This is an optimization exercise on Yosys and OpenROAD, whose aim is small area, a short achievable clock period and few clock cycles, not a production implementation.
Where RTL was checked, it was by simulation tests only, not by an equivalence proof against the original.
The RTL of run 1 was laid out without a check of its function.
Power is estimated from default activity; no workload was simulated.

**flow/design.v**
```verilog
module gfig_rx (
    input  wire         clk,
    input  wire         rst,         
    input  wire         in_valid,
    input  wire [7:0]   in_data,
    input  wire         in_last,
    output wire         in_ready,
    output reg          rep_valid,
    output reg  [2:0]   rep_code,
    output reg  [279:0] rep_data
);
    localparam [7:0] M0 = 8'hB2;
    localparam [7:0] M1 = 8'hA1;
    localparam [7:0] VERSION = 8'h01;
    localparam [2:0] R_UNKNOWN   = 3'd4;
    localparam [2:0] R_MALFORMED = 3'd5;
    localparam [2:0] R_STORM     = 3'd6;
    localparam integer D  = 35;        
    localparam integer AW = 6;
    localparam [1:0] P_HUNT = 2'd0;    
    localparam [1:0] P_FRM  = 2'd1;    
    localparam [1:0] P_UNKW = 2'd2;    
    localparam [1:0] P_SKIP = 2'd3;    
    localparam [15:0] CRC_MAGIC = 16'hC0AB;
    function [15:0] crc_byte;
        input [15:0] c;
        input [7:0]  d;
        integer j;
        reg [15:0] r;
        begin
            r = c ^ {d, 8'h00};
            for (j = 0; j < 8; j = j + 1)
                r = r[15] ? ((r << 1) ^ 16'h1021) : (r << 1);
            crc_byte = r;
        end
    endfunction
    reg       rdy;
    reg       iv, il;
    reg [7:0] id;
    assign in_ready = rdy;
    always @(posedge clk) begin
        id <= in_data;
        il <= in_last;
    end
    reg [8:0]    fm [0:D-1];           
    reg [AW-1:0] wp, rp;
    reg [AW:0]   mc;                   
    reg [AW:0]   tot;                  
    reg [AW:0]   avail;                
    reg          avail_nz;
    reg       hbv;                     
    reg [7:0] hb;
    reg       hf;                      
    reg       h_b2, h_a1, h_known, h_v01, h_him;
    wire [8:0] fo = fm[rp];
    always @(posedge clk) begin
        if (iv)
            fm[wp] <= {il, id};
    end
    reg [1:0]  st;
    reg        prev_b2;      
    reg [5:0]  k;            
    reg [1:0]  ty;           
    reg [15:0] crc;
    reg        ver_ok;
    reg        v_b2;         
    reg        t_b2, t_a1;   
    reg        lo_ok;        
    reg [3:0]  sl;           
    reg [3:0]  inv;
    reg        storm_pend;
    wire consume = hbv && avail_nz && (st != P_UNKW);
    wire ld      = (!hbv || consume) && (mc != 0);
    wire [3:0] sl1 = sl[3] ? 4'd8 : sl + 4'd1;
    reg [5:0] k_lo, k_end, k_lastf;
    always @* begin
        case (ty)
            2'd1:    begin k_lo = 6'd14; k_end = 6'd15; k_lastf = 6'd12; end
            2'd2:    begin k_lo = 6'd62; k_end = 6'd63; k_lastf = 6'd38; end
            default: begin k_lo = 6'd12; k_end = 6'd13; k_lastf = 6'd11; end
        endcase
    end
    wire [5:0] pk = k - 6'd4;
    wire gate_now  = ({1'b0, avail} + sl1) >= 9;    
    wire gate_wait = ({1'b0, avail} + sl)  >= 8;    
    wire [AW:0] tot_n = tot + iv - consume;
    integer q;
    reg fire, fire_now;
    wire in_frm  = consume && (st == P_FRM);
    wire pay_wr  = in_frm && (k >= 6'd4) && (k <= k_lastf);
    wire unk_now = in_frm && (k == 6'd3) && !h_known;
    wire clr     = (in_frm && (k == 6'd3) && h_known)
                || (in_frm && (k == k_end) && !(ver_ok && lo_ok && h_him))
                || (unk_now && gate_now)
                || ((st == P_UNKW) && gate_wait);
    wire [7:0] pd = hb & {8{~clr}};
    always @(posedge clk) begin
        for (q = 0; q < 35; q = q + 1)
            if (clr || (pay_wr && pk == q))
                rep_data[8*q +: 8] <= pd;
    end
    always @(posedge clk) begin
        if (rst) begin
            rdy <= 1'b0; iv <= 1'b0;
            wp <= 0; rp <= 0; mc <= 0; tot <= 0; avail <= 0; avail_nz <= 1'b0;
            hbv <= 1'b0;
            st <= P_HUNT; prev_b2 <= 1'b0; sl <= 4'd0; inv <= 4'd0;
            storm_pend <= 1'b0;
            rep_valid <= 1'b0;
            rep_code  <= 3'd0;
        end else begin
            iv  <= in_valid & rdy;
            rdy <= (tot_n + rdy + 1'b1) <= D;
            if (iv) wp <= (wp == D-1) ? 0 : wp + 1'b1;
            if (ld) rp <= (rp == D-1) ? 0 : rp + 1'b1;
            mc  <= mc + iv - ld;
            tot <= tot_n;
            if (iv && il) begin
                avail    <= tot_n;
                avail_nz <= 1'b1;
            end else begin
                avail    <= avail - consume;
                avail_nz <= (avail - consume) != 0;
            end
            if (ld) begin
                hbv     <= 1'b1;
                hb      <= fo[7:0];
                hf      <= fo[8];
                h_b2    <= (fo[7:0] == M0);
                h_a1    <= (fo[7:0] == M1);
                h_known <= (fo[7:0] == 8'h01) || (fo[7:0] == 8'h02) || (fo[7:0] == 8'h03);
                h_v01   <= (fo[7:0] == VERSION);
                h_him   <= (fo[7:0] == crc[15:8]);
            end else if (consume) begin
                hbv <= 1'b0;
            end
            rep_valid  <= 1'b0;
            storm_pend <= 1'b0;
            if (storm_pend) begin
                rep_valid <= 1'b1;
                rep_code  <= R_STORM;
            end
            fire = 1'b0;
            fire_now = 1'b0;
            if (st == P_UNKW) begin
                if (gate_wait) fire = 1'b1;
            end else if (consume) begin
                sl <= sl1;
                case (st)
                    P_HUNT: begin
                        if (prev_b2 && h_a1) begin
                            st  <= P_FRM;
                            k   <= 6'd2;
                            crc <= CRC_MAGIC;
                            if (hf && sl1[3]) sl <= 4'd2;
                        end
                        prev_b2 <= h_b2;
                    end
                    P_FRM: begin
                        k <= k + 6'd1;
                        if (k == 6'd2) begin
                            ver_ok <= h_v01;
                            v_b2   <= h_b2;
                            crc    <= crc_byte(crc, hb);
                            if (hf && sl1[3]) sl <= 4'd3;
                        end else if (k == 6'd3) begin
                            t_b2 <= h_b2;
                            t_a1 <= h_a1;
                            if (h_known) begin
                                ty  <= hb[1:0];
                                crc <= crc_byte(crc, hb);
                            end else if (gate_now) begin
                                fire = 1'b1;
                                fire_now = 1'b1;
                            end else begin
                                st <= P_UNKW;
                            end
                        end else if (k == k_end) begin
                            rep_valid <= 1'b1;
                            sl <= 4'd0;
                            st <= P_HUNT;
                            prev_b2 <= 1'b0;
                            if (ver_ok && lo_ok && h_him) begin
                                inv <= 4'd0;
                                rep_code <= {1'b0, ty};
                            end else begin
                                rep_code <= R_MALFORMED;
                                if (inv == 4'd10) begin
                                    inv <= 4'd0;
                                    storm_pend <= 1'b1;
                                    if (!hf) begin
                                        st <= P_SKIP;
                                        sl <= 4'd8;
                                    end
                                end else begin
                                    inv <= inv + 4'd1;
                                end
                            end
                        end else if (k == k_lo) begin
                            lo_ok <= (hb == crc[7:0]);
                        end else begin
                            crc <= crc_byte(crc, hb);
                        end
                    end
                    P_SKIP: begin
                        if (hf && sl1[3]) begin
                            st <= P_HUNT;
                            prev_b2 <= 1'b0;
                            sl <= 4'd0;
                        end
                    end
                    default: ;
                endcase
            end
            if (fire) begin
                rep_valid <= 1'b1;
                rep_code  <= R_UNKNOWN;
                if (inv == 4'd10) begin
                    inv <= 4'd0;
                    storm_pend <= 1'b1;
                    prev_b2 <= 1'b0;
                    if (fire_now && hf && sl1[3]) begin
                        st <= P_HUNT;
                        sl <= 4'd0;
                    end else begin
                        st <= P_SKIP;
                        sl <= fire_now ? sl1 : sl;
                    end
                end else begin
                    inv <= inv + 4'd1;
                    sl  <= 4'd3;
                    if (v_b2 && (fire_now ? h_a1 : t_a1)) begin
                        st  <= P_FRM;
                        k   <= 6'd2;
                        crc <= CRC_MAGIC;
                    end else begin
                        st <= P_HUNT;
                        prev_b2 <= fire_now ? h_b2 : t_b2;
                    end
                end
            end
        end
    end
endmodule
```
**flow/run.sh**
```bash
#!/bin/bash
# synth_recipe.tcl (not shown) runs the flow's synth.tcl, then flattens the netlist and writes it again
# the make line also repeats each setting of config.mk as NAME=value (left out here)
make -C /OpenROAD-flow-scripts/flow DESIGN_CONFIG=/design/flow/config.mk WORK_HOME=/design/flow/orfs CLKGATE_MAP_FILE= SYNTH_SCRIPT=/design/flow/synth_recipe.tcl finish
```
**flow/config.mk**
```make
export PLATFORM = sky130hd
export DESIGN_NAME = gfig_rx
export DESIGN_NICKNAME = gfig_rx
export VERILOG_FILES = /design/flow/design.v
export SDC_FILE = /design/flow/constraint.sdc
export NUM_CORES = 4
export LEC_CHECK = 0
export ABC_CLOCK_PERIOD_IN_PS = 3000
export CAP_MARGIN = 20
export CORE_MARGIN = 2
export CORE_UTILIZATION = 40
export SLEW_MARGIN = 20
```
**flow/constraint.sdc**
```tcl
create_clock -name core_clock -period 11.0 [get_ports {clk}]
set_input_delay 2.2000 -clock core_clock [delete_from_list [all_inputs] [get_ports {clk}]]
set_output_delay 2.2000 -clock core_clock [all_outputs]
set_load 0.01 [all_outputs]
```
==> parameters.txt, run 1 <==
Parameter                              Value

STA
  Final critical delay including setup and external delays    4.221 ns
  Post-route clock period utilization    38.37%
  Final setup violation count    0
  Final sum of negative setup slack    0 ns
  Clk_skew    0.01926 ns
  Number of failing hold endpoints at the final stage    0
  Final Max Slew Viols    0
  Smallest setup slack after layout    6.779 ns
  Max-slew headroom    25.93%
  Unrepaired setup endpoints after global routing    no
  Maximum clock frequency    236.9 MHz
  Transition time of the tightest slew-check pin    1.107 ns

Power and ir drop
  Worst IR drop on VDD    129.9 µV
  Power per cell area    212.2 nW/µm²
  Leak Pwr    11.26 nW
  Pwr Total    7.230 mW

Cells and area
  Final layout net count    2082
  Signed area change from the synthesized netlist to the final layout    23.69%
  Total inserted antenna cells    0
  Most common cell after layout, fill and taps aside    sky130_fd_sc_hd__edfxtp_1
  Share of post-route cells with drive strength above 1    10.78%
  Finished Cell Area    34070 µm²
  Commonest non-fill, non-tap cells in the layout    638 x sky130_fd_sc_hd__edfxtp_1, 296 x sky130_fd_sc_hd__clkdlybuf4s50_1, 117 x sky130_fd_sc_hd__nor2_1

Detailed routing
  Post-detailed-route via-to-cell ratio    5.281
  Number of DRC markers after the initial detailed-route iteration    1587
  Detail Route Antenna Nets    0
  Via Count    15630
  Routed len/inst    22.58 µm
  Final routed DRC violation total    0
  Wire length after detailed routing    66.84 mm
  First-pass DRT Iterations    5

Worst setup path
  Top fanout value on the critical path    43
  Register-to-register path setup slack    6.78 ns
  Kind of launch point of the worst setup path    register
  Worst path required time    11.43 ns
  Sort of element at the end of the critical path    register
  Worst endpoint data arrival time    4.65 ns
  CP Class    reg -> reg

Clock network
  CTS tree    done
  Number of H-tree levels    3
  Root cell of the clock tree    sky130_fd_sc_hd__clkbuf_16
  Post-CTS setup buffer count    0
  CTS buffer count    75
  Clock-pin slew of the registers on the worst-case setup and hold paths    0.06 ns
  Clock sink count    706
  CTS Hold Bufs    0
  Clk Latency, worst-skew pair    0.61 ns
  Maximum count of clock buffers along a single path    3
  Number of gates resized after cts    0

Die
  Total number of placement rows    96
  Chip height    266.4 µm
  Initial Util    40.30%
  Overall die width    266.4 µm
  Total Die Area    70970 µm²
  I/O Pins    297
  Area of the core region    68350 µm²

Hold path
  Class of the tightest hold or removal check    reg -> reg

Synth
  Leading area contributor after synthesis    sky130_fd_sc_hd__edfxtp_1
  Number of flops mapped to enable cells by yosys    638
  Number of distinct library cells after synthesis    73
  Post-synthesis net count    1739
  Ranking of synthesized cells by area    sky130_fd_sc_hd__edfxtp_1 70%, sky130_fd_sc_hd__dfxtp_1 4.9%, sky130_fd_sc_hd__mux4_2 4.3%
  Mean cell area of the mapped netlist    16.45 µm²
  Number of register bits inferred by synthesis    706
  Post-synth top area share    69.57%
  Ys async rst share    0%
  Portion of the post-synthesis area used by sequential elements    74.51%
  Ys flop type    sky130_fd_sc_hd__edfxtp_1
  Area of the mapped netlist    27540 µm²
  Synthesized instance count    1674
  Count of yosys warnings during synthesis    1

Global routing
  Via count of the first global-routing pass    15650
  Global-route met1 utilization    23.85%
  Total congestion overflow    0
  Antenna violations before repair    0
  GRT met3 Usage    3.081%
  Overall routing resource usage    18.78%
  GR peak layer    met2
  Pin count of the biggest net entering global routing    47
  GR Util met2    32.85%
  Global-route wire length before repair    99.84 mm

Place
  Estimated wirelength of the detail-placed design    44.59 mm
  GPL Wtd Cong    0.8839
  Setup slack after placement    6.787 ns
  Number of buffers inserted by port buffering    296
  Cell area after placement    31600 µm²

Run
  Max-cap violations    0

Outcome
  Run status    finished clean
==> cell families (layout without fill, tap and decap cells) <==
family                     after synthesis  count (layout)  synth area share [%]
DFF                                    706             706                 74.51
adders and majority gates               53              53                 2.517
muxes                                  127             127                 7.006
xor gates and xnor gates                80              80                 2.544
and+or+nand+nor                        378             378                 6.583
buffers and inverters                  118             522                 1.804
AOI/OAI and AO/OA                      212             212                 5.039
==> cell usage after synthesis (all sizes together) (40+ instances only) <==
cell and number:
mux2i 69, inv 56, a22oi 40, xnor2 48, nor2 120, mux4 52, o21ai 48, edfxtp 638
ha 49, a21oi 49, nand2 111, dfxtp 68
==> path summary, 6_finish.rpt <==
path	from	to	cells past startpoint
worst min-delay path	h_v01	ver_ok	0
worst max-delay path	sl[0]	rep_data[116]	12
worst min register to register	h_v01	ver_ok	0
worst max register to register	sl[0]	rep_data[116]	12
==> final cells by class <==
cell class,count,area [µm²]
sequential,706,20530
tap,882,1104
inverter,57,214.0
clock inverter,33,387.9
timing repair buffer,327,3197
clock buffer,105,2052
multi-input combinational,850,6579
fill,5684,34280
==> metal layers <==
layer	part of all wire [%]	wire, µm
met2	51	33910
met1	41	27310
met4	2.8	1899
met3	5.6	3718
met5	0	0
==> stage by stage <==
| stage | cells | hold slack, ns | util (%) |
|---|---|---|---|
| after CTS | 2958 | 0.4166 | 49.81 |
| after detailed placement | 2820 | 0.4045 | 46.24 |
| final | 2960 | 0.4155 | 49.84 |
| after global routing | 2960 | 0.4427 | 49.84 |
| after floorplan | 1674 | 0.4003 | - |
| after global placement | 2820 | 0.4137 | 46.24 |
==> sequential cells by signal (all words and copies together) (netlist names), 2 cells and up, named ones only <==
name      flops
fm          315
rep_data    280
crc          16
hb            8
id            8
avail         7
mc            7
tot           7
k             6
rp            6
wp            6
inv           4
sl            4
rep_code      3
st            2
ty            2
==> report_power, final <==
part / total [mW] / switching [mW] / internal, mW
logic: 1.40 / 0.814 / 0.587
clock network: 2.50 / 1.01 / 1.50
registers: 3.33 / 0.152 / 3.17
==> critical path, cell delays in order, from the launching register on <==
cell and delay, ns:
sky130_fd_sc_hd__dfxtp_1 0.36, sky130_fd_sc_hd__ha_1 0.29, sky130_fd_sc_hd__nor2b_1 0.35, sky130_fd_sc_hd__inv_1 0.10, sky130_fd_sc_hd__fa_1 0.43, sky130_fd_sc_hd__and4b_1 0.27, sky130_fd_sc_hd__a2bb2oi_1 0.07, sky130_fd_sc_hd__o21ai_1 0.28
sky130_fd_sc_hd__a311oi_1 0.22, sky130_fd_sc_hd__a221oi_4 0.32, sky130_fd_sc_hd__buf_4 0.43, sky130_fd_sc_hd__and2_1 0.57, sky130_fd_sc_hd__buf_4 0.34
==> run 2: changes to the inputs <==
--- a/flow/design.v
+++ b/flow/design.v
@@ -86,19 +86,6 @@
     wire [AW:0] tot_n = tot + iv - consume;
     integer q;
     reg fire, fire_now;
-    wire in_frm  = consume && (st == P_FRM);
-    wire pay_wr  = in_frm && (k >= 6'd4) && (k <= k_lastf);
-    wire unk_now = in_frm && (k == 6'd3) && !h_known;
-    wire clr     = (in_frm && (k == 6'd3) && h_known)
-                || (in_frm && (k == k_end) && !(ver_ok && lo_ok && h_him))
-                || (unk_now && gate_now)
-                || ((st == P_UNKW) && gate_wait);
-    wire [7:0] pd = hb & {8{~clr}};
-    always @(posedge clk) begin
-        for (q = 0; q < 35; q = q + 1)
-            if (clr || (pay_wr && pk == q))
-                rep_data[8*q +: 8] <= pd;
-    end
     always @(posedge clk) begin
         if (rst) begin
             rdy <= 1'b0; iv <= 1'b0;
@@ -169,6 +156,7 @@
                             if (h_known) begin
                                 ty  <= hb[1:0];
                                 crc <= crc_byte(crc, hb);
+                                rep_data <= 280'd0;
                             end else if (gate_now) begin
                                 fire = 1'b1;
                                 fire_now = 1'b1;
@@ -185,6 +173,7 @@
                                 rep_code <= {1'b0, ty};
                             end else begin
                                 rep_code <= R_MALFORMED;
+                                rep_data <= 280'd0;
                                 if (inv == 4'd10) begin
                                     inv <= 4'd0;
                                     storm_pend <= 1'b1;
@@ -200,6 +189,9 @@
                             lo_ok <= (hb == crc[7:0]);
                         end else begin
                             crc <= crc_byte(crc, hb);
+                            if (k <= k_lastf)
+                                for (q = 0; q < 35; q = q + 1)
+                                    if (pk == q) rep_data[8*q +: 8] <= hb;
                         end
                     end
                     P_SKIP: begin
@@ -215,6 +207,7 @@
             if (fire) begin
                 rep_valid <= 1'b1;
                 rep_code  <= R_UNKNOWN;
+                rep_data  <= 280'd0;
                 if (inv == 4'd10) begin
                     inv <= 4'd0;
                     storm_pend <= 1'b1;
--- a/flow/config.mk
+++ b/flow/config.mk
@@ -5,7 +5,6 @@
 export SDC_FILE = /design/flow/constraint.sdc
 export NUM_CORES = 4
 export LEC_CHECK = 0
-export ABC_CLOCK_PERIOD_IN_PS = 3000
 export CAP_MARGIN = 20
 export CORE_MARGIN = 2
 export CORE_UTILIZATION = 40
==> run 2 against run 1 <==
Critical path depth unchanged; highest routed layer unchanged; hold slack better by 0.012 ns; cell area increased by 1.5%.
==> parameters.txt, run 2 <==
Parameter                              Value

STA
  Final sum of negative setup slack    0 ns (unchanged)
  Maximum clock frequency    230.5 MHz (-2.7%)
  Worst slack on hold paths    0.4276 ns (+0.01219 ns)
  Final setup violation count    0 (unchanged)
  Final critical delay including setup and external delays    4.338 ns (+0.1167 ns)
  Post-route clock period utilization    39.43% (+1.1 points)
  Number of failing hold endpoints at the final stage    0 (unchanged)
  Transition time of the tightest slew-check pin    1.091 ns (-0.01555 ns)
  Max-slew headroom    26.97% (+1.0 points)
  Unrepaired setup endpoints after global routing    no
  Final Max Slew Viols    0 (unchanged)
  Clk_skew    0.03962 ns (+0.02035 ns)

Worst setup path
  Worst endpoint data arrival time    4.59 ns (-0.06 ns)
  Kind of launch point of the worst setup path    register
  CP Class    reg -> reg
  Worst path required time    11.25 ns (-0.18 ns)
  Top fanout value on the critical path    31 (-28%)
  Sort of element at the end of the critical path    register

Power and ir drop
  Worst IR drop on VDD    127.2 µV (-2.1%)
  Internal portion of total power    5.157 mW (-1.9%)
  Net switching fraction of the power    26.82% (-0.47 points)
  Part of the power in the clock network    37.2% (+2.6 points)
  Leak Pwr    11.27 nW (about the same)
  Switch Pwr    1.890 mW (-4.2%)
  Logic gate share of total power    17.2% (-2.2 points)
  Fraction of power consumed by sequential logic    45.6% (-0.4 points)
  Power per cell area    203.8 nW/µm² (-4.0%)

Detailed routing
  Via Count    16010 (+2.4%)
  Final routed DRC violation total    0 (unchanged)
  Routed len/inst    23.10 µm (+2.3%)
  Wire length after detailed routing    70.69 mm (+5.8%)
  Number of DRC markers after the initial detailed-route iteration    1511 (-4.8%)
  First-pass DRT Iterations    5 (unchanged)
  Post-detailed-route via-to-cell ratio    5.229 (-0.99%)
  Detail Route Antenna Nets    0 (unchanged)

Synth
  Ranking of synthesized cells by area    sky130_fd_sc_hd__edfxtp_1 69%, sky130_fd_sc_hd__dfxtp_1 4.9%, sky130_fd_sc_hd__mux2i_1 3.5%
  Count of yosys warnings during synthesis    1 (unchanged)
  Portion of the post-synthesis area used by sequential elements    73.69% (-0.81 points)
  Area of the mapped netlist    27840 µm² (+1.1%)
  Most common library cells after synthesis    638 x sky130_fd_sc_hd__edfxtp_1, 125 x sky130_fd_sc_hd__nor2_1, 96 x sky130_fd_sc_hd__mux2i_1, 86 x sky130_fd_sc_hd__nand2_1, 68 x sky130_fd_sc_hd__dfxtp_1
  Post-synth top area share    68.81% (-0.76 points)
  Number of flops mapped to enable cells by yosys    638 (unchanged)
  Mean cell area of the mapped netlist    16.07 µm² (-2.3%)
  Number of distinct library cells after synthesis    74 (+1.4%)
  Ys flop type    sky130_fd_sc_hd__edfxtp_1
  Post-synthesis net count    1798 (+3.4%)
  Ys async rst share    0% (unchanged)
  Synthesized instance count    1733 (+3.5%)
  Cell with the most instances after synthesis    sky130_fd_sc_hd__edfxtp_1
  Number of register bits inferred by synthesis    706 (unchanged)
  Leading area contributor after synthesis    sky130_fd_sc_hd__edfxtp_1

Cells and area
  Total inserted antenna cells    0 (unchanged)
  Commonest non-fill, non-tap cells in the layout    638 x sky130_fd_sc_hd__edfxtp_1, 296 x sky130_fd_sc_hd__clkdlybuf4s50_1, 124 x sky130_fd_sc_hd__nor2_1
  Number of flip-flops under the largest register name    315 (unchanged)
  Most common cell after layout, fill and taps aside    sky130_fd_sc_hd__edfxtp_1
  Final layout net count    2136 (+2.6%)
  Share of post-route cells with drive strength above 1    11.41% (+0.63 points)
  Signed area change from the synthesized netlist to the final layout    24.16%
  Register with the most flip-flops    fm
  Top Registers    fm x315, rep_data x280, crc x16

Clock network
  Clock-pin slew of the registers on the worst-case setup and hold paths    0.06 ns (about the same)
  Root cell of the clock tree    sky130_fd_sc_hd__clkbuf_16
  CTS tree    done
  Post-CTS setup buffer count    0 (unchanged)
  CTS Hold Bufs    0 (unchanged)
  Number of gates resized after cts    0 (unchanged)
  Number of H-tree levels    3 (unchanged)
  Clock sink count    706 (unchanged)
  Clk Latency, worst-skew pair    0.64 ns (+0.03 ns)
  Maximum count of clock buffers along a single path    3 (unchanged)
  CTS buffer count    74 (-1.3%)

Die
  I/O Pins    297 (unchanged)
  Initial Util    40.53% (+0.23 points)
  Chip height    267.8 µm (+0.54%)
  Overall die width    267.8 µm (+0.54%)
  Total number of placement rows    96 (unchanged)
  Total Die Area    71740 µm² (+1.1%)
  Area of the core region    68710 µm² (+0.53%)

Run
  Max-cap violations    0 (unchanged)

Global routing
  Pin count of the biggest net entering global routing    50 (+6.4%)
  Overall routing resource usage    19.40% (+0.62 points)
  Global-route wire length before repair    104.0 mm (+4.2%)
  Antenna violations before repair    0 (unchanged)
  Total congestion overflow    0 (unchanged)
  Via count of the first global-routing pass    16250 (+3.9%)

Place
  Number of buffers inserted by port buffering    296 (unchanged)
  GPL Wtd Cong    0.8571 (-3.0%)
  Estimated wirelength of the detail-placed design    47.30 mm (+6.1%)

Hold path
  Class of the tightest hold or removal check    reg -> reg

Outcome
  Run status    finished clean
[run 2: cell types whose count changed after synthesis, sizes merged, moves of 7 or more]
| cell | before | now |
|---|---|---|
| mux2i | 69 | 96 |
| nand3b | 8 | 1 |
| a21oi | 49 | 89 |
| buf | 26 | 37 |
| o21ai | 48 | 34 |
| a22oi | 40 | 56 |
| nand3 | 15 | 42 |
| nand2 | 111 | 87 |
| o22ai | 17 | 2 |
| mux4 | 52 | 34 |
| inv | 56 | 48 |
[run 2: stage by stage]
step	util [%]	setup WS (ns)	area (µm²)	total power, mW	instances
after floorplan	-	7.044	27840	4.114	1733
after global placement	46.55	6.223	31980	4.470	2926
after detailed placement	46.55	6.131	31980	4.488	2926
after CTS	50.32	6.650	34570	7.114	3061
after global routing	50.32	6.362	34570	7.347	3061
final	50.32	6.662	34570	7.047	3061
[run 2: cell families after synthesis]
family / after synthesis / share of synthesized area (%)
muxes: 137 / 6.498
xor gates and xnor gates: 79 / 2.485
and+or+nand+nor: 389 / 6.781
adders and majority gates: 53 / 2.489
DFF: 706 / 73.69
AOI/OAI and AO/OA: 250 / 6.251
buffers and inverters: 119 / 1.802
[run 2: final cells by class]
type,instances,area (µm²)
clock buffer,92,1982
clock inverter,43,608.1
fill,5796,34130
inverter,48,180.2
multi-input combinational,908,6870
sequential,706,20530
tap,931,1165
timing repair buffer,333,3241
[run 2: routing by layer]
layer / global-route usage, % / part of all wire, % / up-vias
met5: 0 / 0 / -
li1: - / - / 7300
met3: 3.317 / 5.0 / 106
met2: 35.32 / 52 / 471
met4: 4.907 / 2.1 / 0
met1: 23.87 / 40 / 8129
[run 2: path summary, 6_finish.rpt]
kind | startpoint | end | slack [ns] | depth (start not counted)
min | h_v01 | ver_ok | 0.43 | 0
max | st[0] | rep_data[153] | 6.66 | 12
max reg2reg | st[0] | rep_data[153] | 6.66 | 12
min reg2reg | h_v01 | ver_ok | 0.43 | 0
[run 2: worst max-delay path, stage by stage (launching register included)]
cell and delay [ns]:
sky130_fd_sc_hd__dfxtp_1 0.35, sky130_fd_sc_hd__inv_1 0.09, sky130_fd_sc_hd__ha_1 0.37, sky130_fd_sc_hd__nand2b_1 0.25, sky130_fd_sc_hd__or2_2 0.39, sky130_fd_sc_hd__inv_1 0.32
sky130_fd_sc_hd__nand2_1 0.35, sky130_fd_sc_hd__nor2_1 0.27, sky130_fd_sc_hd__o221a_2 0.24, sky130_fd_sc_hd__o221ai_2 0.14, sky130_fd_sc_hd__a21o_1 0.18, sky130_fd_sc_hd__buf_4 0.29
sky130_fd_sc_hd__a21oi_1 0.70
[run 2: power by group through the flow]
stage / logic [mW] / registers [mW] / clock network, mW
CTS: 1.22 / 3.22 / 2.67
detailed placement: 1.21 / 3.27 / 0
floorplan: 0.896 / 3.22 / 0
global route: 1.34 / 3.23 / 2.78
global placement: 1.20 / 3.27 / 0
finish: 1.21 / 3.22 / 2.62
Testbench counts of run 2, summed over its fixed seeds: cycles 186,703.

-- port drivers added, routing unchanged --
In the flow no input, the clock included, has a driving cell. The finished layouts below were timed again as built, in two steps. Step 1 sets driving cells, clkbuf_16 on the clock port and buf_2 on the other inputs (assumed; they add their load-dependent delay and slew). Step 2 moves the port delays by t, midway between the first and last clock arrival at a register: inputs arrive t later, outputs are due t later. That takes back most of the time a late clock gives input paths. Three values: ideal, step 1, step 2; two values: the first two.
| run | shift t [ns] | setup WS [ns] | clock arrival spread, ns |
|---|---|---|---|
| run 1 | 0.661 | 6.779 / 6.779 / 6.779 | 0.021 / 0.021 |
| run 2 | 0.674 | 6.662 / 6.662 / 6.149 | 0.041 / 0.041 |
After both steps setup and hold are still met in every run listed. For run 2, which loses most, drivers alone change the setup slack by 0.000 ns; drivers and shift together by -0.513 ns.
